Source: an optimization exercise on an open RTL-to-GDS flow (aim: small area, a short achievable clock period and few clock cycles). Production flows keep margins and buffers that such runs may drop. At most, simulation tests tie the RTL to the original design; equivalence was not proved. Only the layout flow was run in runs 1 and 2; the RTL was not checked for function there. Power and IR drop assume default switching activity.

File: flow/constraint.sdc
create_clock -name core_clock -period 8.0 [get_ports {clk}]
set_input_delay 1.6000 -clock core_clock [delete_from_list [all_inputs] [get_ports {clk}]]
set_output_delay 1.6000 -clock core_clock [all_outputs]
set_load 0.01 [all_outputs]
File: flow/run.sh
#!/bin/bash
# synth_recipe.tcl (not shown) runs the flow's synth.tcl, then flattens the netlist and writes it again
# the make line also repeats each setting of config.mk as NAME=value (left out here)
make -C /OpenROAD-flow-scripts/flow DESIGN_CONFIG=/design/flow/config.mk WORK_HOME=/design/flow/orfs CLKGATE_MAP_FILE= SYNTH_SCRIPT=/design/flow/synth_recipe.tcl finish
File: flow/config.mk
export PLATFORM = sky130hd
export DESIGN_NAME = bayer_unpack
export DESIGN_NICKNAME = bayer_unpack
export VERILOG_FILES = /design/flow/design.v
export SDC_FILE = /design/flow/constraint.sdc
export NUM_CORES = 4
export LEC_CHECK = 0
export CAP_MARGIN = 20
export CORE_MARGIN = 2
export CORE_UTILIZATION = 40
export SETUP_SLACK_MARGIN = 4.5
export SLEW_MARGIN = 20
File: flow/design.v
module bayer_unpack (
    input  wire        clk,
    input  wire        rst,             
    input  wire        start,
    input  wire [11:0] cfg_width,
    input  wire [11:0] cfg_height,
    input  wire [31:0] cfg_mode,
    input  wire [15:0] cfg_stride,
    input  wire [31:0] cfg_src_len,
    output wire [1:0]  state,
    output wire [3:0]  err,
    output wire [3:0]  errfield,
    output wire [12:0] row,
    output wire [31:0] fault_addr,
    output wire        src_req,
    output wire [31:0] src_addr,
    input  wire        src_gnt,
    input  wire        src_rvalid,
    input  wire [7:0]  src_rdata,
    output wire        dst_we,
    output wire [25:0] dst_addr,
    output wire [7:0]  dst_wdata,
    input  wire        dst_ready
);
    localparam integer DD = 4;    
    localparam integer TD = 3;    
    localparam integer ED = 4;    
    localparam [1:0] ST_IDLE = 2'd0, ST_RUN = 2'd1, ST_DONE = 2'd2, ST_FAIL = 2'd3;
    localparam [3:0] PH_PI  = 4'd0,  PH_PRE = 4'd1,  PH_FLT = 4'd2,  PH_FLT2 = 4'd3,
                     PH_WI0 = 4'd4,  PH_WI1 = 4'd5,  PH_RS  = 4'd6,  PH_RUN  = 4'd7,
                     PH_Z   = 4'd8,  PH_T1  = 4'd9,  PH_T2  = 4'd10, PH_END  = 4'd11,
                     PH_PI1 = 4'd12;
    function [31:0] add32;
        input [31:0] a, b;
        input        ci;
        reg   [31:0] g, p, gg, pp, gn, pn;
        integer l, i, j;
        begin
            g = a & b;
            p = a ^ b;
            gg = g;
            pp = p;
            gg[0] = g[0] | (p[0] & ci);
            for (l = 0; l < 5; l = l + 1) begin
                gn = gg;
                pn = pp;
                for (i = 0; i < 32; i = i + 1)
                    if (((i >> l) & 1) == 1) begin
                        j = ((i >> l) << l) - 1;
                        gn[i] = gg[i] | (pp[i] & gg[j]);
                        pn[i] = pp[i] & pp[j];
                    end
                gg = gn;
                pp = pn;
            end
            add32 = p ^ {gg[30:0], ci};
        end
    endfunction
    function gt32;
        input [31:0] a, b;
        reg   [31:0] g, p, gg, pp, gn, pn;
        integer l, i, j;
        begin
            g = a & ~b;
            p = ~(a ^ b);
            gg = g;
            pp = p;
            for (l = 0; l < 5; l = l + 1) begin
                gn = gg;
                pn = pp;
                for (i = 0; i < 32; i = i + 1)
                    if (((i >> l) & 1) == 1) begin
                        j = ((i >> l) << l) - 1;
                        gn[i] = gg[i] | (pp[i] & gg[j]);
                        pn[i] = pp[i] & pp[j];
                    end
                gg = gn;
                pp = pn;
            end
            gt32 = gg[31];
        end
    endfunction
    function [31:0] inc32;
        input [31:0] x;
        reg   [31:0] pp, pn;
        integer l, i, j;
        begin
            pp = x;
            for (l = 0; l < 5; l = l + 1) begin
                pn = pp;
                for (i = 0; i < 32; i = i + 1)
                    if (((i >> l) & 1) == 1) begin
                        j = ((i >> l) << l) - 1;
                        pn[i] = pp[i] & pp[j];
                    end
                pp = pn;
            end
            inc32 = x ^ {pp[30:0], 1'b1};
        end
    endfunction
    reg [11:0] w_q, h_q;
    reg        p12_q, cmp_q, bin_q, snz_q;
    reg [3:0]  sel_q;         
    reg [15:0] stride_q;
    reg [16:0] rb_q;          
    reg [28:0] sl_q;          
    reg [1:0]  st_q;
    reg [1:0]  err_q;
    reg        fgeo_q;
    reg [12:0] row_q;
    reg [3:0]  ph_q;
    wire [7:0] in_prec = cfg_mode[7:0];
    wire [3:0] in_sel  = cfg_mode[19:16];
    wire       prec_ok = (in_prec == 8'd10) || (in_prec == 8'd12);
    wire [8:0] geom_prod = cfg_width[2:0] * cfg_height[2:0] * in_prec[2:0];
    wire       geom_ok = (geom_prod[2:0] == 3'd0);
    wire       start_ok = start && (st_q != ST_RUN);
    wire [4:0]  swb  = cmp_q ? (p12_q ? 5'd12 : 5'd10) : 5'd16;
    wire [31:0] rb_c = add32({15'd0, w_q, 5'd0} & {32{~cmp_q}} | {16'd0, w_q, 4'd0} & {32{cmp_q}},
                             cmp_q ? (p12_q ? {17'd0, w_q, 3'd0} : {18'd0, w_q, 2'd0}) : 32'd0,
                             1'b0);
    wire [18:0] pitch = snz_q ? {stride_q, 3'b000} : {2'b00, rb_q};
    wire        bdr = sel_q[1] | sel_q[0];
    wire        bdc = sel_q[1] | (~sel_q[0] & sel_q[3]);
    reg [31:0] bp;            
    reg        sec;           
    reg [11:0] xc;            
    reg        hf;            
    reg        rp;            
    reg        zr;            
    reg        rq_v;          
    wire [1:0]  pat_full = rp ? {sel_q[0], sel_q[1]} : {sel_q[2], sel_q[3]};
    wire [1:0]  pat_cur  = bin_q ? 2'b10 : pat_full;
    reg [DD-1:0] dcnt;        
    reg [DD-1:0] ocnt;        
    reg [TD-1:0] tcnt;        
    reg [ED-1:0] ecnt;        
    reg [7:0]  dmem [0:DD-1];
    reg [3:0]  tmem [0:TD-1];
    reg        emem [0:ED-1];
    reg        hw;            
    reg [7:0]  prev;          
    wire [2:0] o      = bp[2:0];
    wire       two    = (o != 3'd0);
    wire       isemit = sec || !two;
    wire       acc    = rq_v && src_gnt;
    wire       acc_e  = acc && isemit;
    reg        xc_one;        
    wire       pair_done = bin_q || hf || (pat_cur != 2'b11);
    wire       last_pos  = pair_done && xc_one;
    wire       step2     = bin_q || (pat_cur != 2'b11);
    wire       o_fits    = cmp_q && (p12_q ? (o[2] == 1'b0) : (o[2:1] != 2'b11));
    wire       share     = sec && !step2 && !last_pos && o_fits;
    wire [3:0] thead   = tmem[0];
    wire       rx_emit = src_rvalid && thead[3];
    wire [15:0] rwin   = {src_rdata, prev};
    wire [7:0] aligned = (thead[2:0] == 3'd0) ? src_rdata : (rwin >> thead[2:0]);
    wire       ehead   = emem[0];
    wire [1:0] wpat    = ehead ? {sel_q[0], sel_q[1]} : {sel_q[2], sel_q[3]};
    wire       w_isd   = bin_q || (hw ? wpat[0] : wpat[1]);
    wire       w_pres  = ecnt[0] && (!w_isd || dcnt[0]);
    wire       w_acc   = w_pres && dst_ready;
    wire       pop_d   = w_acc && w_isd;
    wire       pop_e   = w_acc && (bin_q || hw);
    reg [3:0]  ph_n;
    reg        bp_en;
    reg        push_e;
    function [5:0] runxop;
        input       sec_i;
        input [2:0] o_i;
        input       hf_i, xc1_i, step2_i, pat01_i, cmp_i, p12_i;
        reg         isem, lastp, fits, shr, dbl, m8;
        reg   [5:0] st;
        begin
            isem  = sec_i | (o_i == 3'd0);
            lastp = xc1_i & (hf_i | step2_i);
            fits  = cmp_i & (p12_i ? !o_i[2] : (o_i[2:1] != 2'b11));
            shr   = sec_i & !step2_i & !lastp & fits;
            dbl   = lastp ? (step2_i & !pat01_i) : step2_i;
            m8    = lastp ? sec_i : (sec_i & !shr);
            case ({cmp_i, p12_i, dbl, m8})
                4'b1000: st = 6'd10;   4'b1001: st = 6'd2;
                4'b1010: st = 6'd20;   4'b1011: st = 6'd12;
                4'b1100: st = 6'd12;   4'b1101: st = 6'd4;
                4'b1110: st = 6'd24;   4'b1111: st = 6'd16;
                4'b0000, 4'b0100: st = 6'd16;
                4'b0001, 4'b0101: st = 6'd8;
                4'b0010, 4'b0110: st = 6'd32;
                default:          st = 6'd24;
            endcase
            runxop = isem ? st : 6'd8;
        end
    endfunction
    wire       pat01 = (pat_cur == 2'b01);
    wire [4:0] wi0_lo = (p12_q ? 5'd4 : 5'd2) + ((bin_q && bdc) ? swb : 5'd0);
    reg  [20:0] xop_q;
    reg         cin_q;
    wire [31:0] bp_sum = add32(bp, {{11{xop_q[20]}}, xop_q}, cin_q);
    wire [3:0] ph_row = bin_q ? PH_RUN :
                        (pat_full == 2'b00) ? PH_Z : (pat_full == 2'b01) ? PH_RS : PH_RUN;
    wire        pre_end = (row_q == {h_q, 1'b0});
    wire        hi_bad  = gt32(bp, {sl_q, 3'b000});
    always @(*) begin
        bp_en  = 1'b0;
        ph_n   = ph_q;
        push_e = 1'b0;
        case (ph_q)
            PH_PI: begin
                ph_n = PH_PI1;
            end
            PH_PI1: begin
                bp_en = 1'b1; ph_n = PH_PRE;
            end
            PH_PRE: begin
                if (pre_end) ph_n = PH_WI0;
                else if (hi_bad) ph_n = PH_FLT;
                else bp_en = 1'b1;
            end
            PH_FLT: begin
                bp_en = 1'b1; ph_n = PH_FLT2;
            end
            PH_WI0: begin
                ph_n = (bin_q && bdr) ? PH_WI1 : (bin_q ? PH_RUN : ph_row);
            end
            PH_WI1: begin
                bp_en = 1'b1; ph_n = PH_RUN;
            end
            PH_RS: begin
                bp_en = 1'b1; ph_n = PH_RUN;
            end
            PH_RUN: begin
                bp_en = acc;
                push_e = acc && isemit && pair_done;
                if (acc && isemit && last_pos) ph_n = PH_T1;
            end
            PH_Z: begin
                if (!ecnt[ED-1]) begin
                    push_e = 1'b1;
                    if (xc_one) ph_n = PH_T1;
                end
            end
            PH_T1: begin
                bp_en = 1'b1;
                ph_n = pre_end ? PH_END : zr ? ph_row : PH_T2;
            end
            PH_T2: begin
                bp_en = 1'b1;
                ph_n = ph_row;
            end
            default: ;
        endcase
    end
    wire [DD-1:0] ocnt_n = (acc_e && !pop_d) ? {ocnt[DD-2:0], 1'b1} :
                           (!acc_e && pop_d) ? {1'b0, ocnt[DD-1:1]} : ocnt;
    wire [TD-1:0] tcnt_n = (acc && !src_rvalid) ? {tcnt[TD-2:0], 1'b1} :
                           (!acc && src_rvalid) ? {1'b0, tcnt[TD-1:1]} : tcnt;
    wire [ED-1:0] ecnt_n = (push_e && !pop_e) ? {ecnt[ED-2:0], 1'b1} :
                           (!push_e && pop_e) ? {1'b0, ecnt[ED-1:1]} : ecnt;
    wire [DD-1:0] dcnt_n = (rx_emit && !pop_d) ? {dcnt[DD-2:0], 1'b1} :
                           (!rx_emit && pop_d) ? {1'b0, dcnt[DD-1:1]} : dcnt;
    wire [DD-1:0] d_free = ~dcnt & {dcnt[DD-2:0], 1'b1};
    wire [DD-1:0] d_last = dcnt & ~{1'b0, dcnt[DD-1:1]};
    wire [TD-1:0] t_free = ~tcnt & {tcnt[TD-2:0], 1'b1};
    wire [TD-1:0] t_last = tcnt & ~{1'b0, tcnt[TD-1:1]};
    wire [ED-1:0] e_free = ~ecnt & {ecnt[ED-2:0], 1'b1};
    wire [ED-1:0] e_last = ecnt & ~{1'b0, ecnt[ED-1:1]};
    wire row_end = (ph_q == PH_RUN && acc && isemit && last_pos) ||
                   (ph_q == PH_Z && push_e && xc_one);
    wire [31:0] sl_inc  = inc32({3'b000, sl_q});
    wire [31:0] row_inc = inc32({20'd0, row_q[12:1]});
    wire [31:0] xc_dec  = ~inc32({20'hfffff, ~xc});
    reg        n_sec, n_hf, n_xc1;
    reg  [2:0] n_o;
    wire [2:0] o_emit = o + xop_q[2:0];
    always @(*) begin
        n_sec = sec; n_o = o; n_hf = hf; n_xc1 = xc_one;
        if (ph_q == PH_RUN) begin
            if (acc) begin
                if (!isemit) n_sec = 1'b1;
                else begin
                    n_sec = share;
                    n_o   = o_emit;
                    n_hf  = (pat_cur == 2'b11) ? ~hf : hf;
                    n_xc1 = pair_done ? (xc == 12'd2) : xc_one;
                end
            end
        end else begin
            n_sec = 1'b0;
            n_o   = (ph_q == PH_WI0) ? wi0_lo[2:0] : bp_sum[2:0];
            n_hf  = (ph_q == PH_RS);
            n_xc1 = (w_q == 12'd1);
        end
    end
    wire [5:0] xs_n = runxop(n_sec, n_o, n_hf, n_xc1, step2, pat01, cmp_q, p12_q);
    wire [20:0] op_pitch  = {2'b00, pitch};
    wire [20:0] op_pitchr = bin_q ? {1'b0, pitch, 1'b0} : {2'b00, pitch};
    wire [20:0] op_nrb    = {4'hf, ~rb_q};
    reg  [20:0] xop_ph;
    always @(*) begin
        case (ph_n)
            PH_PI1:         xop_ph = {4'd0, rb_c[16:0]};
            PH_PRE, PH_WI1: xop_ph = op_pitch;
            PH_FLT, PH_T2:  xop_ph = op_nrb;
            PH_RS:          xop_ph = {16'd0, swb};
            PH_T1:          xop_ph = op_pitchr;
            default:        xop_ph = {15'd0, xs_n};
        endcase
    end
    wire [20:0] xop_n = (ph_q == PH_RUN) ?
                        (acc ? ((isemit && last_pos) ? op_pitchr : {15'd0, xs_n}) : xop_q) :
                        xop_ph;
    wire        cin_n = (ph_n == PH_FLT) || (ph_n == PH_T2);
    integer i;
    always @(posedge clk) begin
        if (rst) begin
            st_q   <= ST_IDLE;
            err_q  <= 2'd0;
            fgeo_q <= 1'b0;
            row_q  <= 13'd0;
            rq_v   <= 1'b0;
            dcnt   <= {DD{1'b0}};
            ocnt   <= {DD{1'b0}};
            tcnt   <= {TD{1'b0}};
            ecnt   <= {ED{1'b0}};
            hw     <= 1'b0;
        end else if (start_ok) begin
            w_q      <= cfg_width;
            h_q      <= cfg_height;
            p12_q    <= (in_prec == 8'd12);
            cmp_q    <= cfg_mode[8];
            sel_q    <= in_sel;
            bin_q    <= cfg_mode[20];
            stride_q <= cfg_stride;
            snz_q    <= (cfg_stride != 16'd0);
            sl_q     <= (cfg_src_len[31:29] != 3'd0) ? 29'h1fffffff : cfg_src_len[28:0];
            row_q    <= 13'd0;
            bp       <= 32'd512;
            ph_q     <= PH_PI;
            rp       <= 1'b0;
            hw       <= 1'b0;
            fgeo_q   <= 1'b0;
            err_q    <= 2'd0;
            if (in_sel == 4'd0) begin
                st_q <= ST_FAIL; err_q <= 2'd1;
            end else if (!prec_ok) begin
                st_q <= ST_FAIL; err_q <= 2'd2;
            end else if (!geom_ok) begin
                st_q <= ST_FAIL; err_q <= 2'd2; fgeo_q <= 1'b1;
            end else if (cfg_height == 12'd0 || cfg_width == 12'd0) begin
                st_q  <= ST_DONE;
                row_q <= {cfg_height, 1'b0};
            end else begin
                st_q <= ST_RUN;
            end
        end else if (st_q == ST_RUN) begin
            ph_q <= ph_n;
            if (bp_en) bp <= bp_sum;
            xop_q <= xop_n;
            cin_q <= cin_n;
            if (ph_q == PH_PI) rb_q <= rb_c[16:0];
            if (ph_q == PH_PRE && !pre_end && !hi_bad)
                row_q <= row_q[0] ? {row_inc[11:0], 1'b0} : {row_q[12:1], 1'b1};
            if (ph_q == PH_FLT2) begin
                if (hi_bad) sl_q <= bp[31:3];
                st_q  <= ST_FAIL;
                err_q <= 2'd3;
            end
            if (ph_q == PH_WI0) begin
                bp <= {22'd0, 5'b10000, wi0_lo};
                sl_q  <= 29'd0;
                row_q <= 13'd0;
            end
            if (ph_q == PH_WI0 || ph_q == PH_T1 || ph_q == PH_T2) begin
                xc  <= w_q;
                xc_one <= (w_q == 12'd1);
                sec <= 1'b0;
                hf  <= 1'b0;
            end
            if (ph_q == PH_RS) hf <= 1'b1;
            if ((ph_q == PH_T1 && zr) || ph_q == PH_T2 || ph_q == PH_WI0)
                zr <= !bin_q && (ph_row == PH_Z);
            if (ph_q == PH_RUN && acc) begin
                if (!isemit) sec <= 1'b1;
                else begin
                    sec <= share;
                    if (pat_cur == 2'b11) hf <= ~hf;
                    if (pair_done) begin
                        xc <= xc_dec[11:0];
                        xc_one <= (xc == 12'd2);
                    end
                end
            end
            if (ph_q == PH_Z && push_e) begin
                xc <= xc_dec[11:0];
                xc_one <= (xc == 12'd2);
            end
            if (row_end) begin
                rp <= ~rp;
                if (bin_q || row_q[0]) row_q <= {row_inc[11:0], 1'b0};
                else                   row_q <= {row_q[12:1], 1'b1};
            end
            rq_v <= (ph_n == PH_RUN) && !ocnt_n[DD-1] && !tcnt_n[TD-1] && !ecnt_n[ED-1];
            for (i = 0; i < TD; i = i + 1) begin
                if (src_rvalid) begin
                    if (acc && t_last[i]) tmem[i] <= {isemit, o};
                    else if (i < TD - 1) tmem[i] <= tmem[i + 1];
                end else if (acc && t_free[i]) tmem[i] <= {isemit, o};
            end
            tcnt <= tcnt_n;
            ocnt <= ocnt_n;
            if (src_rvalid) prev <= src_rdata;
            for (i = 0; i < DD; i = i + 1) begin
                if (pop_d) begin
                    if (rx_emit && d_last[i]) dmem[i] <= aligned;
                    else if (i < DD - 1) dmem[i] <= dmem[i + 1];
                end else if (rx_emit && d_free[i]) dmem[i] <= aligned;
            end
            dcnt <= dcnt_n;
            for (i = 0; i < ED; i = i + 1) begin
                if (pop_e) begin
                    if (push_e && e_last[i]) emem[i] <= rp;
                    else if (i < ED - 1) emem[i] <= emem[i + 1];
                end else if (push_e && e_free[i]) emem[i] <= rp;
            end
            ecnt <= ecnt_n;
            if (w_acc) begin
                sl_q <= sl_inc[28:0];
                hw   <= !bin_q && !hw;
            end
            if (ph_q == PH_END && !ecnt_n[0]) begin
                st_q <= ST_DONE;
                rq_v <= 1'b0;
            end
        end
    end
    assign state      = st_q;
    assign err        = {2'b00, err_q};
    assign errfield   = (err_q == 2'd1) ? 4'd1 : (err_q == 2'd2) ? (fgeo_q ? 4'd3 : 4'd2) : 4'd0;
    assign row        = row_q;
    assign fault_addr = (err_q == 2'd3) ? {3'b000, sl_q} : 32'd0;
    assign src_req    = rq_v;
    assign src_addr   = {3'b000, bp[31:3]};
    assign dst_we     = (st_q == ST_RUN) && w_pres;
    assign dst_addr   = sl_q[25:0];
    assign dst_wdata  = w_isd ? dmem[0] : 8'd0;
endmodule
==> results of run 1 <==
[through the flow]
stage               area [µm²]  instances
floorplan                18000       1815
global placement         20200       2487
detailed placement       20200       2487
CTS                      22200       2615
global route             23300       2683
finish                   23300       2683
[flip-flops by register name, summed over array words and instances (netlist names), 7 cells and up]
name      cells
dmem         32
sl_q         29
bp           32
h_q          12
row_q        13
tmem         12
w_q          12
prev          7
xc           12
rb_q         15
xop_q        20
stride_q     16
[metal layers]
metal  share of wire  vias up
li1                -     7214
met1            0.44     7398
met2            0.47      555
met3           0.067       97
met4           0.025        2
met5         0.00024        -
[logic make-up (layout without fill, tap and decap cells)]
family | count (synthesis) | count (layout)
and+or+nand+nor | 602 | 603
AOI/OAI and AO/OA | 430 | 433
DFF | 256 | 256
buffers and inverters | 238 | 517
adders and majority gates | 107 | 107
muxes | 99 | 99
xor gates and xnor gates | 73 | 73
other | 1 | 10
[area by class of cell]
type | count | area share
Multi-Input combinational cell | 1325 | 0.440
Sequential cell | 256 | 0.315
Inverter | 97 | 0.0169
Tap cell | 585 | 0.0314
Timing Repair Buffer | 365 | 0.152
Clock buffer | 37 | 0.0342
Clock inverter | 18 | 0.0104
[power groups by stage]
| stage | clock (µW) | sequential, µW | combinational [µW] |
|---|---|---|---|
| 6_report | 1470 | 1640 | 1090 |
| 5_1_grt | 1540 | 1650 | 1180 |
| 4_1_cts | 1490 | 1640 | 988 |
| 3_5_place_dp | 0 | 1690 | 867 |
| 3_3_place_gp | 0 | 1680 | 850 |
| 2_1_floorplan | 0 | 1630 | 633 |
[cells in the mapped netlist, types with 5 or more instances]
cell	count	area [µm²]
edfxtp_1	221	6640
nor2_1	169	634
nand2_1	138	518
a21oi_1	100	500
ha_1	96	1200
inv_1	88	330
o21ai_0	83	415
buf_4	67	503
clkbuf_1	57	214
mux2_2	55	619
nand3_1	47	235
xnor2_1	47	412
and3_1	44	275
mux2i_1	40	400
a211oi_1	39	293
nor3_1	38	190
dfxtp_1	35	701
nor4_1	26	163
xor2_1	26	228
nor2b_1	25	156
o211ai_1	24	180
a31oi_1	19	119
and2_1	19	119
nand2b_1	17	106
a22oi_1	16	120
nand4_1	15	93.8
o31ai_1	14	105
or3_1	12	75.1
a21o_1	11	82.6
fa_1	11	220
nor3b_1	9	67.6
o21a_1	9	67.6
or2_2	9	56.3
a32oi_1	8	70.1
buf_2	8	40.0
o21ai_1	8	40.0
o21bai_1	8	60.1
o32ai_1	8	70.1
a22o_1	7	61.3
clkinv_1	7	26.3
o221ai_1	7	61.3
buf_1	6	22.5
a21boi_0	5	37.5
nand3b_1	5	37.5
[critical path: cells and delay by family, from the launching register on]
kind                   cells  cell delay [ns]
AND/OR/NAND/NOR            2             0.18
buffers and inverters      4             0.45
flip-flops                 1             0.43
multiplexers               1             0.51
[repair_timing]
item	CTS	global route
endpoints found under the hold margin	0	0
gates cloned	8	1
endpoints found under the setup margin	338	157
resized for setup	167	131
buffers inserted	65	67
pin swaps	29	55
[cell usage in the layout, fill, tap and decap left out, drive strengths merged, types with 17 or more instances in the layout]
| cell type | count |
|---|---|
| edfxtp | 221 |
| and3 | 45 |
| nor2b | 25 |
| nand3 | 47 |
| clkdlybuf4s50 | 194 |
| mux2i | 40 |
| dfxtp | 35 |
| a211oi | 39 |
| buf | 163 |
| a21oi | 102 |
| mux2 | 55 |
| o21ai | 94 |
| nand2b | 17 |
| nor4 | 30 |
| xnor2 | 47 |
| o211ai | 24 |
| nor2 | 172 |
| clkbuf | 39 |
| and2 | 19 |
| xor2 | 26 |
| inv | 91 |
| a31oi | 19 |
| nor3 | 38 |
| nand2 | 138 |
| ha | 96 |
[path summary, 6_finish.rpt]
check                      end  slack (ns)  cells past startpoint
setup / recovery  dst_wdata[0]        4.25                      7
setup reg to reg      xop_q[3]        4.27                     21
hold / removal          fgeo_q        0.48                      2
hold reg to reg         fgeo_q        0.48                      2
==> out/results.tsv, run 1 <==
stage	metric	value	unit
timing	hold_slack	0.477	ns
global_route	grt_pass1_wl	83.5	mm
timing	slew_violations	0	
power_and_ir_drop	p_comb_frac	0.260	
timing	skew	0.00952	ns
logic_synthesis	syn_area	17600	µm²
global_route	grt_pass1_vias	14700	
global_route	use_met1	0.308	
timing	hold_violations	0	
floorplan	dieArea	45800	µm²
logic_synthesis	synth-main-ff-cell	edfxtp_1	
timing	rsz0062_at_grt	yes	
clocking	clk_path_buf_depth	3	
clocking	insertion_delay	0.57	ns
logic_synthesis	avgSynthCellArea	9.76	µm²
logic_synthesis	synthSimpleGateAreaFrac	0.172	
timing	max_freq	0.267	GHz
clocking	htree_levels	1	
worst_setup_path	path_cells	mux4_2, nor2_4, buf_6, buf_6, buf_8, nor2b_1, buf_2	
logic_synthesis	synth-xor-area-share	0.0363	
final_layout	area_growth	32.3	%
floorplan	io_pins	241	
drt	drtIter0Drc	1165	
power_and_ir_drop	power_density	180	nW/µm²
final_layout	diodes	0	
worst_setup_path	max_stage_delay	0.51	ns
global_route	grtUsageTotal	0.227	
worst_setup_path	crit_fanout	5	
logic_synthesis	synth_seq_cells	256	
worst_setup_path	arrival	2.15	ns
worst_setup_path	crit_required	6.40	ns
outcome	status	finished clean	
drt	drcViolationCount	0	
worst_setup_path	start_kind	register	
clocking	cts-root-buf	clkbuf_16	
clocking	clkSlewWorstSetupHoldPaths	0.06	ns
final_layout	final_nets	2300	
drt	vias_per_cell	5.69	
worst_setup_path	endpoint_kind	primary output	
power_and_ir_drop	internal-power	2950	µW
drt	wirelength	54.8	mm
drt	wl_per_cell	20.4	µm
clocking	cts_hold_buffers	0	
worst_setup_path	critical_path_class	reg -> out	
power_and_ir_drop	finalPower	4200	µW
power_and_ir_drop	ir_drop	0.152	mV
clocking	cts_tree	yes	
logic_synthesis	ys_async_sr_fraction	0	
timing	tightest_slew	1.02	ns
worst_setup_path	crit_start	sel_q[0]	
worst_setup_path	r2r-start	cmp_q	
clocking	cts_inserted_buffers	30	
power_and_ir_drop	p_leak	0.00879	µW
floorplan	die_w	214	µm
logic_synthesis	synthMuxAreaShare	0.0630	
logic_synthesis	synth_top_family_by_area	simple AND/OR/NAND/NOR gates	
timing	fin_crit_sh	0.468	
global_route	antenna_found_initial	1	
global_route	use_met2	0.378	
power_and_ir_drop	p_sw	1250	µW
floorplan	coreArea	43300	µm²
drt	ant_nets	0	
place	gp_congestion	0.887	
drt	via_count	15300	
timing	fin_ws	4.25	ns
logic_synthesis	synth_cell_types	98	
drt	firstDrtPassIters	6	
logic_synthesis	synth_fa_ha_area_frac	0.0806	
global_route	use_met3	0.0344	
power_and_ir_drop	p_clk_frac	0.350	
place	dp_hpwl	36.8	mm
logic_synthesis	synth_edf_count	221	
floorplan	start_util	0.407	
final_layout	final_util	0.539	
logic_synthesis	synth-compound-area-share	0.165	
worst_hold_path	holdCritStartpoint	fgeo_q	
run	maxCapViolations	0	
floorplan	rows	76	
worst_setup_path	path_common_cell	buf_6	
worst_hold_path	hp-class	reg -> reg	
timing	setup_tns	0	ns
logic_synthesis	yosys_warnings	4	
final_layout	register_area	7350	µm²
clocking	cts_sinks	256	
worst_setup_path	worst_path_max_delay_cell	mux4_2	
timing	slew-limit-headroom	0.312	
global_route	grt_max_degree	38	
timing	finalSetupViolations	0	
place	port-buffer-count	212	
final_layout	fill_cells	3792	
timing	fin_crit	3.75	ns
power_and_ir_drop	pwr-share-seq	0.390	
global_route	grt.overflow.total	0	
power_and_ir_drop	switching_share	0.297	
place	place_ws	2.55	ns
logic_synthesis	synth_cells	1806	
final_layout	multi_input_area	10300	µm²
global_route	busiest_layer	met2	
floorplan	die_y	214	µm
final_layout	layout-drive-gt1-share	0.221	
logic_synthesis	seq_area_frac_synth	0.416	
==> inputs of run 2 (changes only) <==
--- a/flow/design.v
+++ b/flow/design.v
@@ -102,11 +102,10 @@
     reg        p12_q, cmp_q, bin_q, snz_q;
     reg [3:0]  sel_q;         
     reg [15:0] stride_q;
-    reg [16:0] rb_q;          
     reg [28:0] sl_q;          
     reg [1:0]  st_q;
     reg [1:0]  err_q;
-    reg        fgeo_q;
+    reg [1:0]  ef_q;          
     reg [12:0] row_q;
     reg [3:0]  ph_q;
     wire [7:0] in_prec = cfg_mode[7:0];
@@ -119,7 +118,7 @@
     wire [31:0] rb_c = add32({15'd0, w_q, 5'd0} & {32{~cmp_q}} | {16'd0, w_q, 4'd0} & {32{cmp_q}},
                              cmp_q ? (p12_q ? {17'd0, w_q, 3'd0} : {18'd0, w_q, 2'd0}) : 32'd0,
                              1'b0);
-    wire [18:0] pitch = snz_q ? {stride_q, 3'b000} : {2'b00, rb_q};
+    wire [18:0] pitch = snz_q ? {stride_q, 3'b000} : rb_c[18:0];
     wire        bdr = sel_q[1] | sel_q[0];
     wire        bdc = sel_q[1] | (~sel_q[0] & sel_q[3]);
     reg [31:0] bp;            
@@ -158,10 +157,12 @@
     wire       ehead   = emem[0];
     wire [1:0] wpat    = ehead ? {sel_q[0], sel_q[1]} : {sel_q[2], sel_q[3]};
     wire       w_isd   = bin_q || (hw ? wpat[0] : wpat[1]);
-    wire       w_pres  = ecnt[0] && (!w_isd || dcnt[0]);
-    wire       w_acc   = w_pres && dst_ready;
-    wire       pop_d   = w_acc && w_isd;
-    wire       pop_e   = w_acc && (bin_q || hw);
+    reg        we_q;
+    reg  [7:0] wdata_q;
+    wire       w_free  = !we_q || dst_ready;
+    wire       w_load  = w_free && ecnt[0] && (!w_isd || dcnt[0]);
+    wire       pop_d   = w_load && w_isd;
+    wire       pop_e   = w_load && (bin_q || hw);
     reg [3:0]  ph_n;
     reg        bp_en;
     reg        push_e;
@@ -294,7 +295,7 @@
     wire [5:0] xs_n = runxop(n_sec, n_o, n_hf, n_xc1, step2, pat01, cmp_q, p12_q);
     wire [20:0] op_pitch  = {2'b00, pitch};
     wire [20:0] op_pitchr = bin_q ? {1'b0, pitch, 1'b0} : {2'b00, pitch};
-    wire [20:0] op_nrb    = {4'hf, ~rb_q};
+    wire [20:0] op_nrb    = {4'hf, ~rb_c[16:0]};
     reg  [20:0] xop_ph;
     always @(*) begin
         case (ph_n)
@@ -315,9 +316,11 @@
         if (rst) begin
             st_q   <= ST_IDLE;
             err_q  <= 2'd0;
-            fgeo_q <= 1'b0;
+            ef_q   <= 2'd0;
             row_q  <= 13'd0;
+            sl_q   <= 29'd0;
             rq_v   <= 1'b0;
+            we_q   <= 1'b0;
             dcnt   <= {DD{1'b0}};
             ocnt   <= {DD{1'b0}};
             tcnt   <= {TD{1'b0}};
@@ -338,16 +341,17 @@
             ph_q     <= PH_PI;
             rp       <= 1'b0;
             hw       <= 1'b0;
-            fgeo_q   <= 1'b0;
+            ef_q     <= 2'd0;
             err_q    <= 2'd0;
             if (in_sel == 4'd0) begin
-                st_q <= ST_FAIL; err_q <= 2'd1;
+                st_q <= ST_FAIL; err_q <= 2'd1; ef_q <= 2'd1; sl_q <= 29'd0;
             end else if (!prec_ok) begin
-                st_q <= ST_FAIL; err_q <= 2'd2;
+                st_q <= ST_FAIL; err_q <= 2'd2; ef_q <= 2'd2; sl_q <= 29'd0;
             end else if (!geom_ok) begin
-                st_q <= ST_FAIL; err_q <= 2'd2; fgeo_q <= 1'b1;
+                st_q <= ST_FAIL; err_q <= 2'd2; ef_q <= 2'd3; sl_q <= 29'd0;
             end else if (cfg_height == 12'd0 || cfg_width == 12'd0) begin
                 st_q  <= ST_DONE;
+                sl_q  <= 29'd0;
                 row_q <= {cfg_height, 1'b0};
             end else begin
                 st_q <= ST_RUN;
@@ -357,7 +361,6 @@
             if (bp_en) bp <= bp_sum;
             xop_q <= xop_n;
             cin_q <= cin_n;
-            if (ph_q == PH_PI) rb_q <= rb_c[16:0];
             if (ph_q == PH_PRE && !pre_end && !hi_bad)
                 row_q <= row_q[0] ? {row_inc[11:0], 1'b0} : {row_q[12:1], 1'b1};
             if (ph_q == PH_FLT2) begin
@@ -423,24 +426,30 @@
                 end else if (push_e && e_free[i]) emem[i] <= rp;
             end
             ecnt <= ecnt_n;
-            if (w_acc) begin
-                sl_q <= sl_inc[28:0];
-                hw   <= !bin_q && !hw;
+            if (we_q && dst_ready) sl_q <= sl_inc[28:0];
+            if (w_load) begin
+                we_q    <= 1'b1;
+                wdata_q <= w_isd ? dmem[0] : 8'd0;
+                hw      <= !bin_q && !hw;
+            end else if (dst_ready) begin
+                we_q    <= 1'b0;
             end
-            if (ph_q == PH_END && !ecnt_n[0]) begin
+            if (ph_q == PH_END && !ecnt[0] && w_free) begin
                 st_q <= ST_DONE;
                 rq_v <= 1'b0;
+                we_q <= 1'b0;
+                sl_q <= 29'd0;
             end
         end
     end
     assign state      = st_q;
     assign err        = {2'b00, err_q};
-    assign errfield   = (err_q == 2'd1) ? 4'd1 : (err_q == 2'd2) ? (fgeo_q ? 4'd3 : 4'd2) : 4'd0;
+    assign errfield   = {2'b00, ef_q};
     assign row        = row_q;
-    assign fault_addr = (err_q == 2'd3) ? {3'b000, sl_q} : 32'd0;
+    assign fault_addr = {3'b000, sl_q};    
     assign src_req    = rq_v;
     assign src_addr   = {3'b000, bp[31:3]};
-    assign dst_we     = (st_q == ST_RUN) && w_pres;
+    assign dst_we     = we_q;
     assign dst_addr   = sl_q[25:0];
-    assign dst_wdata  = w_isd ? dmem[0] : 8'd0;
+    assign dst_wdata  = wdata_q;
 endmodule
--- a/flow/config.mk
+++ b/flow/config.mk
@@ -7,6 +7,7 @@
 export LEC_CHECK = 0
 export CAP_MARGIN = 20
 export CORE_MARGIN = 2
-export CORE_UTILIZATION = 40
+export CORE_UTILIZATION = 55
+export CTS_BUF_LIST = sky130_fd_sc_hd__clkbuf_8
 export SETUP_SLACK_MARGIN = 4.5
 export SLEW_MARGIN = 20
==> run 2 against run 1 <==
Effect of this change: register-to-register slack hardly changed; clock-buffer cell count is 10 higher; largest cell class unchanged; die area is 29% lower; power is 5.8% lower; cell area is 5.1% lower; synthesized cell count is 0.44% higher; combinational power is 5% higher; worst setup slack better by 0.010 ns; clock skew is 0.016 ns higher; sequential cell count is 5 lower; global-route usage is 7.0 points higher; hold slack better by 0.032 ns.
==> out/results.tsv, run 2 <==
stage	metric	value	unit	change
floorplan	dieArea	32600	µm²	-29%
logic_synthesis	yosys.area.top_type	edfxtp_1		
global_route	grtUsageTotal	0.297		+0.0702
drt	via_count	15500		+1.7%
place	dp_hpwl	34.4	mm	-6.7%
logic_synthesis	yosysTopAreaCellShare	0.324		-0.0523
global_route	grt.overflow.total	0		unchanged
drt	firstDrtPassIters	7		+1
global_route	grt_pass1_vias	14400		-1.7%
worst_setup_path	max_stage_delay	0.54	ns	+0.03 ns
floorplan	coreArea	30700	µm²	-29%
logic_synthesis	synth_cell_types	96		-2.0%
final_layout	layout-drive-gt1-share	0.212		-0.00920
clocking	clkSlewWorstSetupHoldPaths	0.07	ns	about the same
worst_setup_path	crit_start	xop_q[0]		
worst_setup_path	endpoint_kind	register		
clocking	htree_levels	2		+1
power_and_ir_drop	pwr-share-seq	0.401		+0.011
drt	wl_per_cell	20.2	µm	-1.0%
worst_setup_path	path_buf_inv	0		-4
logic_synthesis	synth_edf_count	185		-16%
logic_synthesis	synth-main-ff-cell	edfxtp_1		
power_and_ir_drop	ir_drop	0.149	mV	-2.1%
timing	max_freq	0.268	GHz	+0.27%
clocking	clk_path_buf_depth	3		unchanged
timing	slew-limit-headroom	0.229		-0.0828
logic_synthesis	synth_most_common_cell	edfxtp_1		
global_route	grt_pass1_wl	78.3	mm	-6.3%
floorplan	rows	64		-16%
logic_synthesis	ys_async_sr_fraction	0		unchanged
logic_synthesis	yosys-top-cells-count	185 x edfxtp_1, 170 x nor2_1, 148 x o21ai_0		
logic_synthesis	yosys_warnings	4		unchanged
worst_setup_path	worst_path_max_delay_cell	fa_1		
floorplan	die_y	181	µm	-16%
final_layout	final_util	0.721		+0.182
drt	ant_nets	0		unchanged
timing	skew	0.0253	ns	+0.0158 ns
timing	slew_violations	0		unchanged
power_and_ir_drop	p_comb_frac	0.288		+0.028
worst_setup_path	crit_fanout	2		-3
worst_setup_path	arrival	4.03	ns	+1.88 ns
final_layout	diodes	0		unchanged
clocking	cts_hold_buffers	0		unchanged
final_layout	largestRegisters	bp x32, dmem x32, sl_q x29		
floorplan	io_pins	241		unchanged
timing	fin_crit_sh	0.467		-0.00125
logic_synthesis	synth_seq_cells	251		-2.0%
drt	drtIter0Drc	1442		+24%
floorplan	start_util	0.559		+0.151
global_route	grt_max_degree	46		+21%
worst_setup_path	crit_path_end	xop_q[3]		
place	port-buffer-count	212		unchanged
worst_setup_path	crit_required	8.30	ns	+1.90 ns
clocking	cts_tree	yes		
worst_setup_path	r2r-start	xop_q[0]		
floorplan	die_w	181	µm	-16%
final_layout	final_nets	2315		+0.65%
logic_synthesis	synth.area.top_cells	edfxtp_1 32%, dfxtp_1 7.7%, ha_1 7.1%, o21ai_0 4.3%, nor2_1 3.7%		
timing	tightest_slew	1.16	ns	+0.132 ns
outcome	status	finished clean		
worst_setup_path	path_cells	fa_2, fa_2, fa_1, mux2i_4, a21oi_2, o21ai_2, a41o_1, ha_4, or2_4, o211ai_1, o211ai_1, a221o_1		
worst_setup_path	critPathTopFamily	adder cells		
power_and_ir_drop	switching_share	0.316		+0.0182
place	gp_congestion	0.933		+5.2%
power_and_ir_drop	p_clk_frac	0.311		-0.039
timing	setup_tns	0	ns	unchanged
final_layout	layout_common_cells	202 x clkdlybuf4s50_1, 185 x edfxtp_1, 156 x nor2_1		
clocking	cts_sinks	251		-2.0%
drt	vias_per_cell	6.16		+8.3%
worst_setup_path	r2r_end	xop_q[3]		
worst_setup_path	r2r_setup_slack	4.26	ns	about the same
logic_synthesis	syn_area	17100	µm²	-2.8%
power_and_ir_drop	internal-power	2710	µW	-8.2%
power_and_ir_drop	p_leak	0.00837	µW	-4.7%
final_layout	final_common_cell	clkdlybuf4s50_1		
power_and_ir_drop	power_density	179	nW/µm²	-0.70%
final_layout	area_growth	29.1	%	
logic_synthesis	seq_area_frac_synth	0.401		-0.0150
clocking	insertion_delay	0.58	ns	about the same
worst_setup_path	critical_path_class	reg -> reg		
clocking	cts-root-buf	clkbuf_8		
worst_setup_path	start_kind	register		
worst_setup_path	cp.depth	12		+5
clocking	cts_inserted_buffers	45		+50%
timing	fin_crit	3.74	ns	-0.00996 ns
worst_hold_path	hp-class	reg -> reg		
timing	rsz0062_at_grt	yes		
drt	wirelength	50.9	mm	-7.1%
timing	finalSetupViolations	0		unchanged
logic_synthesis	avgSynthCellArea	9.45	µm²	-3.2%
power_and_ir_drop	p_sw	1250	µW	about the same
global_route	antenna_found_initial	0		-1
run	maxCapViolations	0		unchanged
drt	drcViolationCount	0		unchanged
logic_synthesis	synth_cells	1814		+0.44%
timing	hold_violations	0		unchanged
worst_setup_path	rr_worst_depth	12		-43%
-- run 2: cell types whose count changed after synthesis, sizes merged, moves of 9 or more --
cell    delta
edfxtp    -36
and3      -23
o21ai     +60
a31oi     +21
a21o      +10
o211ai     -9
dfxtp     +31
a21oi     +10
-- run 2: how the worst min path moves through the flow --
stage               startpoint  endpoint  slack [ns]  cells past startpoint
finish                 ocnt[0]   ocnt[0]        0.51                      2
global route           ocnt[0]   ocnt[0]        0.53                      2
CTS                   err_q[1]  err_q[1]        0.51                      1
detailed placement    err_q[1]  err_q[1]        0.50                      1
global placement       ocnt[3]   ocnt[3]        0.47                      2
floorplan                   rp   emem[3]        0.44                      0
-- run 2: area by class of cell --
| cell class | instances | area (µm²) |
|---|---|---|
| multi-input cells | 1338 | 10000 |
| fillers | 2361 | 8540 |
| flip-flops and latches | 251 | 6880 |
| repair buffers | 360 | 3460 |
| clock buffers | 47 | 647 |
| well taps | 396 | 495 |
| inverters | 93 | 387 |
| clock inverters | 34 | 253 |
-- run 2: power by group through the flow --
stage / Sequential (µW) / Combinational (µW) / Clock, µW
after global routing: 1590 / 1230 / 1310
after detailed placement: 1620 / 919 / 0
after CTS: 1590 / 1020 / 1250
final: 1590 / 1140 / 1230
after global placement: 1620 / 896 / 0
after floorplan: 1580 / 641 / 0
-- run 2: cell families after synthesis --
group,count (synthesis),synth area share
other,1,0.000219
adders and majority gates,108,0.0837
xor gates and xnor gates,70,0.0358
buffers and inverters,237,0.0684
DFF,251,0.401
and+or+nand+nor,563,0.163
AOI/OAI and AO/OA,488,0.183
muxes,96,0.0650
-- run 2: metrics by stage --
step	area [µm²]	worst slack (ns)	hold WS, ns	power (µW)	instances
CTS	21200	4.25	0.510	3860	2450
detailed placement	19300	2.93	0.496	2540	2302
finish	22100	4.26	0.509	3960	2519
global route	22100	4.15	0.528	4130	2519
global placement	19300	2.98	0.475	2510	2301
floorplan	17400	4.16	0.436	2230	1823
-- run 2: tightest hold or removal path, delay by kind of cell, from the launching register on --
kind | cells | cell delay [ns]
AOI/OAI and AO/OA | 1 | 0.05
DFF | 1 | 0.31
and+or+nand+nor | 1 | 0.10
-- run 2: what timing repair did --
action | in CTS | in global routing
setup endpoints to repair | 201 | 160
setup buffers | 61 | 68
pin swaps | 50 | 90
gates resized for setup | 128 | 103
cloned | 6 | 0
hold endpoints to repair | 0 | 0
-- run 2: metal layers --
metal,routed length (µm),share of wire,GRT usage,vias up
li1,-,-,-,7239
met1,21300,0.42,0.407,7372
met2,23600,0.46,0.482,768
met3,4160,0.082,0.0447,139
met4,1800,0.035,0.104,0
met5,0,0,0,-
==> inputs of run 3 (changes only) <==
--- a/flow/design.v
+++ b/flow/design.v
@@ -29,7 +29,7 @@
     localparam [3:0] PH_PI  = 4'd0,  PH_PRE = 4'd1,  PH_FLT = 4'd2,  PH_FLT2 = 4'd3,
                      PH_WI0 = 4'd4,  PH_WI1 = 4'd5,  PH_RS  = 4'd6,  PH_RUN  = 4'd7,
                      PH_Z   = 4'd8,  PH_T1  = 4'd9,  PH_T2  = 4'd10, PH_END  = 4'd11,
-                     PH_PI1 = 4'd12;
+                     PH_PI1 = 4'd12, PH_PI2 = 4'd13, PH_FB0 = 4'd14, PH_FB = 4'd15;
     function [31:0] add32;
         input [31:0] a, b;
         input        ci;
@@ -102,6 +102,7 @@
     reg        p12_q, cmp_q, bin_q, snz_q;
     reg [3:0]  sel_q;         
     reg [15:0] stride_q;
+    reg [16:0] rb_q;          
     reg [28:0] sl_q;          
     reg [1:0]  st_q;
     reg [1:0]  err_q;
@@ -118,7 +119,7 @@
     wire [31:0] rb_c = add32({15'd0, w_q, 5'd0} & {32{~cmp_q}} | {16'd0, w_q, 4'd0} & {32{cmp_q}},
                              cmp_q ? (p12_q ? {17'd0, w_q, 3'd0} : {18'd0, w_q, 2'd0}) : 32'd0,
                              1'b0);
-    wire [18:0] pitch = snz_q ? {stride_q, 3'b000} : rb_c[18:0];
+    wire [18:0] pitch = snz_q ? {stride_q, 3'b000} : {2'b00, rb_q};
     wire        bdr = sel_q[1] | sel_q[0];
     wire        bdc = sel_q[1] | (~sel_q[0] & sel_q[3]);
     reg [31:0] bp;            
@@ -157,51 +158,38 @@
     wire       ehead   = emem[0];
     wire [1:0] wpat    = ehead ? {sel_q[0], sel_q[1]} : {sel_q[2], sel_q[3]};
     wire       w_isd   = bin_q || (hw ? wpat[0] : wpat[1]);
-    reg        we_q;
-    reg  [7:0] wdata_q;
-    wire       w_free  = !we_q || dst_ready;
-    wire       w_load  = w_free && ecnt[0] && (!w_isd || dcnt[0]);
-    wire       pop_d   = w_load && w_isd;
-    wire       pop_e   = w_load && (bin_q || hw);
+    wire       w_pres  = ecnt[0] && (!w_isd || dcnt[0]);
+    wire       w_acc   = w_pres && dst_ready;
+    wire       pop_d   = w_acc && w_isd;
+    wire       pop_e   = w_acc && (bin_q || hw);
+    reg [31:0] xop;
+    reg        cin;
     reg [3:0]  ph_n;
     reg        bp_en;
     reg        push_e;
-    function [5:0] runxop;
-        input       sec_i;
-        input [2:0] o_i;
-        input       hf_i, xc1_i, step2_i, pat01_i, cmp_i, p12_i;
-        reg         isem, lastp, fits, shr, dbl, m8;
-        reg   [5:0] st;
-        begin
-            isem  = sec_i | (o_i == 3'd0);
-            lastp = xc1_i & (hf_i | step2_i);
-            fits  = cmp_i & (p12_i ? !o_i[2] : (o_i[2:1] != 2'b11));
-            shr   = sec_i & !step2_i & !lastp & fits;
-            dbl   = lastp ? (step2_i & !pat01_i) : step2_i;
-            m8    = lastp ? sec_i : (sec_i & !shr);
-            case ({cmp_i, p12_i, dbl, m8})
-                4'b1000: st = 6'd10;   4'b1001: st = 6'd2;
-                4'b1010: st = 6'd20;   4'b1011: st = 6'd12;
-                4'b1100: st = 6'd12;   4'b1101: st = 6'd4;
-                4'b1110: st = 6'd24;   4'b1111: st = 6'd16;
-                4'b0000, 4'b0100: st = 6'd16;
-                4'b0001, 4'b0101: st = 6'd8;
-                4'b0010, 4'b0110: st = 6'd32;
-                default:          st = 6'd24;
-            endcase
-            runxop = isem ? st : 6'd8;
-        end
-    endfunction
-    wire       pat01 = (pat_cur == 2'b01);
-    wire [4:0] wi0_lo = (p12_q ? 5'd4 : 5'd2) + ((bin_q && bdc) ? swb : 5'd0);
-    reg  [20:0] xop_q;
-    reg         cin_q;
-    wire [31:0] bp_sum = add32(bp, {{11{xop_q[20]}}, xop_q}, cin_q);
+    wire       use_dbl = last_pos ? (step2 && pat_cur != 2'b01) : step2;
+    wire       minus8  = last_pos ? sec : (sec && !share);
+    reg  [5:0] stps;
+    always @(*) begin
+        case ({cmp_q, p12_q, use_dbl, minus8})
+            4'b1000: stps = 6'd10;   4'b1001: stps = 6'd2;
+            4'b1010: stps = 6'd20;   4'b1011: stps = 6'd12;
+            4'b1100: stps = 6'd12;   4'b1101: stps = 6'd4;
+            4'b1110: stps = 6'd24;   4'b1111: stps = 6'd16;
+            4'b0000, 4'b0100: stps = 6'd16;
+            4'b0001, 4'b0101: stps = 6'd8;
+            4'b0010, 4'b0110: stps = 6'd32;
+            default:          stps = 6'd24;
+        endcase
+    end
+    wire [31:0] bp_sum = add32(bp, xop, cin);
     wire [3:0] ph_row = bin_q ? PH_RUN :
                         (pat_full == 2'b00) ? PH_Z : (pat_full == 2'b01) ? PH_RS : PH_RUN;
     wire        pre_end = (row_q == {h_q, 1'b0});
     wire        hi_bad  = gt32(bp, {sl_q, 3'b000});
     always @(*) begin
+        xop    = 32'd0;
+        cin    = 1'b0;
         bp_en  = 1'b0;
         ph_n   = ph_q;
         push_e = 1'b0;
@@ -210,42 +198,55 @@
                 ph_n = PH_PI1;
             end
             PH_PI1: begin
-                bp_en = 1'b1; ph_n = PH_PRE;
+                xop = {15'd0, rb_q}; bp_en = 1'b1; ph_n = PH_PI2;
+            end
+            PH_PI2: begin
+                xop = {13'd0, pitch}; bp_en = 1'b1; ph_n = PH_PRE;
             end
             PH_PRE: begin
+                xop = {12'd0, pitch, 1'b0};
                 if (pre_end) ph_n = PH_WI0;
-                else if (hi_bad) ph_n = PH_FLT;
+                else if (hi_bad) ph_n = PH_FB0;
                 else bp_en = 1'b1;
             end
+            PH_FB0: begin
+                xop = {13'h1fff, ~pitch}; cin = 1'b1; bp_en = 1'b1; ph_n = PH_FB;
+            end
+            PH_FB: begin
+                xop = {13'd0, pitch}; bp_en = !hi_bad; ph_n = PH_FLT;
+            end
             PH_FLT: begin
-                bp_en = 1'b1; ph_n = PH_FLT2;
+                xop = {15'h7fff, ~rb_q}; cin = 1'b1; bp_en = 1'b1; ph_n = PH_FLT2;
             end
             PH_WI0: begin
                 ph_n = (bin_q && bdr) ? PH_WI1 : (bin_q ? PH_RUN : ph_row);
             end
             PH_WI1: begin
-                bp_en = 1'b1; ph_n = PH_RUN;
+                xop = {13'd0, pitch}; bp_en = 1'b1; ph_n = PH_RUN;
             end
             PH_RS: begin
-                bp_en = 1'b1; ph_n = PH_RUN;
+                xop = {27'd0, swb}; bp_en = 1'b1; ph_n = PH_RUN;
             end
             PH_RUN: begin
                 bp_en = acc;
+                if (!isemit) xop = 32'd8;
+                else xop = {26'd0, stps};
                 push_e = acc && isemit && pair_done;
                 if (acc && isemit && last_pos) ph_n = PH_T1;
             end
             PH_Z: begin
-                if (!ecnt[ED-1]) begin
+                if (!ecnt[ED-1] || pop_e) begin
                     push_e = 1'b1;
                     if (xc_one) ph_n = PH_T1;
                 end
             end
             PH_T1: begin
+                xop = bin_q ? {12'd0, pitch, 1'b0} : {13'd0, pitch};
                 bp_en = 1'b1;
                 ph_n = pre_end ? PH_END : zr ? ph_row : PH_T2;
             end
             PH_T2: begin
-                bp_en = 1'b1;
+                xop = {15'h7fff, ~rb_q}; cin = 1'b1; bp_en = 1'b1;
                 ph_n = ph_row;
             end
             default: ;
@@ -270,47 +271,6 @@
     wire [31:0] sl_inc  = inc32({3'b000, sl_q});
     wire [31:0] row_inc = inc32({20'd0, row_q[12:1]});
     wire [31:0] xc_dec  = ~inc32({20'hfffff, ~xc});
-    reg        n_sec, n_hf, n_xc1;
-    reg  [2:0] n_o;
-    wire [2:0] o_emit = o + xop_q[2:0];
-    always @(*) begin
-        n_sec = sec; n_o = o; n_hf = hf; n_xc1 = xc_one;
-        if (ph_q == PH_RUN) begin
-            if (acc) begin
-                if (!isemit) n_sec = 1'b1;
-                else begin
-                    n_sec = share;
-                    n_o   = o_emit;
-                    n_hf  = (pat_cur == 2'b11) ? ~hf : hf;
-                    n_xc1 = pair_done ? (xc == 12'd2) : xc_one;
-                end
-            end
-        end else begin
-            n_sec = 1'b0;
-            n_o   = (ph_q == PH_WI0) ? wi0_lo[2:0] : bp_sum[2:0];
-            n_hf  = (ph_q == PH_RS);
-            n_xc1 = (w_q == 12'd1);
-        end
-    end
-    wire [5:0] xs_n = runxop(n_sec, n_o, n_hf, n_xc1, step2, pat01, cmp_q, p12_q);
-    wire [20:0] op_pitch  = {2'b00, pitch};
-    wire [20:0] op_pitchr = bin_q ? {1'b0, pitch, 1'b0} : {2'b00, pitch};
-    wire [20:0] op_nrb    = {4'hf, ~rb_c[16:0]};
-    reg  [20:0] xop_ph;
-    always @(*) begin
-        case (ph_n)
-            PH_PI1:         xop_ph = {4'd0, rb_c[16:0]};
-            PH_PRE, PH_WI1: xop_ph = op_pitch;
-            PH_FLT, PH_T2:  xop_ph = op_nrb;
-            PH_RS:          xop_ph = {16'd0, swb};
-            PH_T1:          xop_ph = op_pitchr;
-            default:        xop_ph = {15'd0, xs_n};
-        endcase
-    end
-    wire [20:0] xop_n = (ph_q == PH_RUN) ?
-                        (acc ? ((isemit && last_pos) ? op_pitchr : {15'd0, xs_n}) : xop_q) :
-                        xop_ph;
-    wire        cin_n = (ph_n == PH_FLT) || (ph_n == PH_T2);
     integer i;
     always @(posedge clk) begin
         if (rst) begin
@@ -320,7 +280,6 @@
             row_q  <= 13'd0;
             sl_q   <= 29'd0;
             rq_v   <= 1'b0;
-            we_q   <= 1'b0;
             dcnt   <= {DD{1'b0}};
             ocnt   <= {DD{1'b0}};
             tcnt   <= {TD{1'b0}};
@@ -359,17 +318,19 @@
         end else if (st_q == ST_RUN) begin
             ph_q <= ph_n;
             if (bp_en) bp <= bp_sum;
-            xop_q <= xop_n;
-            cin_q <= cin_n;
+            if (ph_q == PH_PI) rb_q <= rb_c[16:0];
             if (ph_q == PH_PRE && !pre_end && !hi_bad)
-                row_q <= row_q[0] ? {row_inc[11:0], 1'b0} : {row_q[12:1], 1'b1};
+                row_q <= {row_inc[11:0], 1'b0};
+            if (ph_q == PH_FB && !hi_bad)
+                row_q <= {row_q[12:1], 1'b1};
             if (ph_q == PH_FLT2) begin
                 if (hi_bad) sl_q <= bp[31:3];
                 st_q  <= ST_FAIL;
                 err_q <= 2'd3;
             end
             if (ph_q == PH_WI0) begin
-                bp <= {22'd0, 5'b10000, wi0_lo};
+                bp <= 32'd512 + (p12_q ? 32'd4 : 32'd2) +
+                      ((bin_q && bdc) ? {27'd0, swb} : 32'd0);
                 sl_q  <= 29'd0;
                 row_q <= 13'd0;
             end
@@ -426,19 +387,14 @@
                 end else if (push_e && e_free[i]) emem[i] <= rp;
             end
             ecnt <= ecnt_n;
-            if (we_q && dst_ready) sl_q <= sl_inc[28:0];
-            if (w_load) begin
-                we_q    <= 1'b1;
-                wdata_q <= w_isd ? dmem[0] : 8'd0;
-                hw      <= !bin_q && !hw;
-            end else if (dst_ready) begin
-                we_q    <= 1'b0;
+            if (w_acc) begin
+                sl_q <= sl_inc[28:0];
+                hw   <= !bin_q && !hw;
             end
-            if (ph_q == PH_END && !ecnt[0] && w_free) begin
+            if (ph_q == PH_END && !ecnt_n[0]) begin
+                sl_q <= 29'd0;
                 st_q <= ST_DONE;
                 rq_v <= 1'b0;
-                we_q <= 1'b0;
-                sl_q <= 29'd0;
             end
         end
     end
@@ -449,7 +405,7 @@
     assign fault_addr = {3'b000, sl_q};    
     assign src_req    = rq_v;
     assign src_addr   = {3'b000, bp[31:3]};
-    assign dst_we     = we_q;
+    assign dst_we     = (st_q == ST_RUN) && w_pres;
     assign dst_addr   = sl_q[25:0];
-    assign dst_wdata  = wdata_q;
+    assign dst_wdata  = w_isd ? dmem[0] : 8'd0;
 endmodule
--- a/flow/config.mk
+++ b/flow/config.mk
@@ -9,5 +9,5 @@
 export CORE_MARGIN = 2
 export CORE_UTILIZATION = 55
 export CTS_BUF_LIST = sky130_fd_sc_hd__clkbuf_8
-export SETUP_SLACK_MARGIN = 4.5
+export SETUP_SLACK_MARGIN = 4
 export SLEW_MARGIN = 20
==> run 3 against run 2 <==
Effect of this change: still clean; critical path depth fell by 6; hold slack got worse by 0.014 ns; global-route usage fell by 0.87 points; power fell by 8.1%.
==> out/results.tsv, run 3 <==
stage	metric	value	unit	change
floorplan	io_pins	241		unchanged
worst_setup_path	r2r_setup_slack	4.13	ns	-0.13 ns
run	maxCapViolations	0		unchanged
clocking	htree_levels	2		unchanged
floorplan	die_y	177	µm	-2.2%
clocking	clkSlewWorstSetupHoldPaths	0.06	ns	about the same
logic_synthesis	synth_top_family_by_area	compound AO/OA/AOI/OAI gates		
global_route	antenna_found_initial	0		unchanged
worst_hold_path	hp-class	reg -> reg		
logic_synthesis	synth-compound-area-share	0.187		+0.00363
global_route	grt_pass1_wl	71.9	mm	-8.1%
power_and_ir_drop	ir_drop	0.117	mV	-22%
global_route	grt_max_degree	49		+6.5%
logic_synthesis	syn_area	16400	µm²	-4.4%
timing	skew	0.0295	ns	+0.00418 ns
final_layout	final_common_cell	clkdlybuf4s50_1		
logic_synthesis	yosysTopAreaCellShare	0.313		-0.0107
clocking	insertion_delay	0.56	ns	-0.02 ns
floorplan	coreArea	29500	µm²	-3.9%
outcome	status	finished clean		
final_layout	diodes	0		unchanged
timing	max_freq	0.256	GHz	-4.5%
final_layout	largestRegisters	bp x32, dmem x32, sl_q x29		
clocking	cts_tree	yes		
global_route	grt.overflow.total	0		unchanged
timing	setup_tns	0	ns	unchanged
global_route	grtUsageTotal	0.288		-0.00865
logic_synthesis	synth-xor-area-share	0.0332		-0.00263
logic_synthesis	avgSynthCellArea	9.40	µm²	-0.52%
timing	slew_violations	0		unchanged
global_route	grt_pass1_vias	13400		-7.0%
floorplan	die_w	177	µm	-2.2%
timing	fin_crit_sh	0.489		+0.0218
clocking	cts_inserted_buffers	42		-6.7%
floorplan	start_util	0.556		-0.00311
final_layout	layout_common_cells	197 x clkdlybuf4s50_1, 171 x edfxtp_1, 131 x nand2_1		
power_and_ir_drop	finalPower	3630	µW	-8.1%
place	dp_hpwl	32.5	mm	-5.6%
final_layout	area_growth	22.1	%	
power_and_ir_drop	p_leak	0.00772	µW	-7.8%
logic_synthesis	synth_cell_types	91		-5.2%
drt	vias_per_cell	6.06		-1.6%
final_layout	layout-drive-gt1-share	0.137		-0.0751
clocking	clk_path_buf_depth	3		unchanged
logic_synthesis	synth.area.top_cells	edfxtp_1 31%, dfxtp_1 7.9%, ha_1 7.2%, o21ai_0 4.2%, mux2_2 3.4%		
place	gp_congestion	0.900		-3.5%
logic_synthesis	synthSimpleGateAreaFrac	0.164		+0.00178
final_layout	final_nets	2155		-6.9%
logic_synthesis	yosys.area.top_type	edfxtp_1		
timing	fin_ws	4.09	ns	-0.174 ns
final_layout	fill_cells	2382		+0.89%
clocking	cts_hold_buffers	0		unchanged
final_layout	final_util	0.678		-0.0432
final_layout	register_area	6440	µm²	-6.5%
timing	finalSetupViolations	0		unchanged
timing	fin_crit	3.91	ns	+0.174 ns
final_layout	multi_input_area	9090	µm²	-9.2%
place	place_ws	2.74	ns	-0.187 ns
logic_synthesis	yosys-top-cells-count	171 x edfxtp_1, 137 x nand2_1, 137 x o21ai_0		
timing	hold_violations	0		unchanged
worst_setup_path	crit_fanout	4		+2
floorplan	rows	63		-1.6%
worst_setup_path	start_kind	register		
logic_synthesis	synth_cells	1743		-3.9%
logic_synthesis	synth_seq_cells	236		-6.0%
logic_synthesis	yosys_warnings	4		unchanged
clocking	cts_sinks	236		-6.0%
worst_setup_path	endpoint_kind	primary output		
timing	rsz0062_at_grt	yes		
timing	tightest_slew	1.13	ns	-0.0254 ns
power_and_ir_drop	power_density	182	nW/µm²	+1.6%
logic_synthesis	synth_most_common_cell	edfxtp_1		
clocking	cts-root-buf	clkbuf_8		
worst_setup_path	arrival	2.31	ns	-1.72 ns
logic_synthesis	synth_fa_ha_area_frac	0.0840		+0.000347
drt	ant_nets	0		unchanged
timing	slew-limit-headroom	0.242		+0.0134
drt	via_count	14300		-8.0%
drt	drcViolationCount	0		unchanged
drt	drtIter0Drc	1092		-24%
drt	wl_per_cell	19.6	µm	-2.9%
drt	wirelength	46.2	mm	-9.3%
worst_setup_path	critical_path_class	reg -> out		
logic_synthesis	seq_area_frac_synth	0.393		-0.00837
logic_synthesis	synth_edf_count	171		-7.6%
floorplan	dieArea	31200	µm²	-4.3%
logic_synthesis	synthMuxAreaShare	0.0668		+0.00185
logic_synthesis	synth-main-ff-cell	edfxtp_1		
worst_setup_path	crit_required	6.40	ns	-1.90 ns
place	port-buffer-count	212		unchanged
drt	firstDrtPassIters	6		-1
logic_synthesis	ys_async_sr_fraction	0		unchanged
-- run 3: worst paths after layout --
check | from | end | cells after the start
setup / recovery | sel_q[2] | dst_we | 6
hold reg to reg | ef_q[1] | ef_q[1] | 1
hold / removal | ef_q[1] | ef_q[1] | 1
setup reg to reg | ph_q[3] | bp[31] | 14
-- run 3: area by class of cell --
class | instances | share of cell area
Timing Repair Buffer | 281 | 0.136
Inverter | 88 | 0.0174
Sequential cell | 236 | 0.322
Tap cell | 390 | 0.0244
Timing Repair inverter | 1 | 0.000438
Clock inverter | 29 | 0.0127
Multi-Input combinational cell | 1283 | 0.454
Clock buffer | 47 | 0.0324
-- run 3: cell families after synthesis --
| group | count (synthesis) |
|---|---|
| other | 1 |
| AND/OR/NAND/NOR | 541 |
| adder cells (fa/ha/maj) | 104 |
| AO/OA/AOI/OAI | 467 |
| buffers and inverters | 235 |
| XOR/XNOR | 62 |
| multiplexers | 97 |
| flip-flops | 236 |
-- run 3: worst max-delay path: stages (launching register included) --
cell	delay, ns
edfxtp_1	0.43
mux4_2	0.54
nor2_4	0.16
nor2_1	0.05
nor2_1	0.14
and2_1	0.18
dlygate4sd2_1	0.27
-- run 3: what timing repair did --
action	CTS	global route
cloned	2	3
resized for setup	53	41
endpoints found under the setup margin	110	66
buffers inserted	34	17
pin swaps	6	11
-- run 3: through the flow --
stage          hold WS (ns)  std cells  cell area, µm²
2_1_floorplan         0.442       1752           16500
3_3_place_gp          0.469       2223           18300
3_5_place_dp          0.461       2223           18300
4_1_cts               0.486       2335           19700
5_1_grt               0.503       2355           20000
6_report              0.495       2355           20000
-- run 3: power breakdown --
group / switching [µW] / internal (µW) / leakage, µW / total, µW
registers: 93.1 / 1400 / 0.00211 / 1490
clock network: 515 / 701 / 0.000493 / 1220
logic: 493 / 433 / 0.00512 / 926
-- run 3: layer usage --
metal	part of all wire	wire, µm	GRT usage
met1	0.42	19400	0.384
met2	0.45	20900	0.466
met3	0.088	4070	0.0566
met4	0.039	1790	0.110
met5	0	0	0
Testbench counts of run 3, summed over its fixed seeds: cycles 45,207.

==> what the ideal ports hide <==
The results above use ideal ports. As a check the final layouts listed here were re-extracted and re-timed, cells and wires unchanged.
Step 1 (the two cells are an assumption about what drives the block):
set clk [get_ports {clk}]
set_driving_cell -lib_cell sky130_fd_sc_hd__clkbuf_16 $clk
set_driving_cell -lib_cell sky130_fd_sc_hd__buf_2 [delete_from_list [all_inputs] $clk]
Step 2 also shifts input and output timing later by t, the mid clock arrival at the registers, as if the neighbouring blocks saw the same clock.
Three values: ideal ports, drivers, drivers and shift; two values: the first two.
run	t (ns)	setup WS [ns]	worst setup path at the end	latest minus earliest clock arrival (ns)	worst slew at a driven data input, ns
run 1	0.622	4.255 / 4.200 / 3.810	input to register	0.011 / 0.010	0.06
run 2	0.611	4.265 / 4.265 / 3.793	input to register	0.026 / 0.026	0.06
run 3	0.588	4.090 / 4.047 / 3.524	input to register	0.030 / 0.030	0.07
After both steps every run listed still meets setup and hold. The setup slack of run 3, which loses most, moves by -0.043 ns with the drivers and by -0.566 ns with both steps.
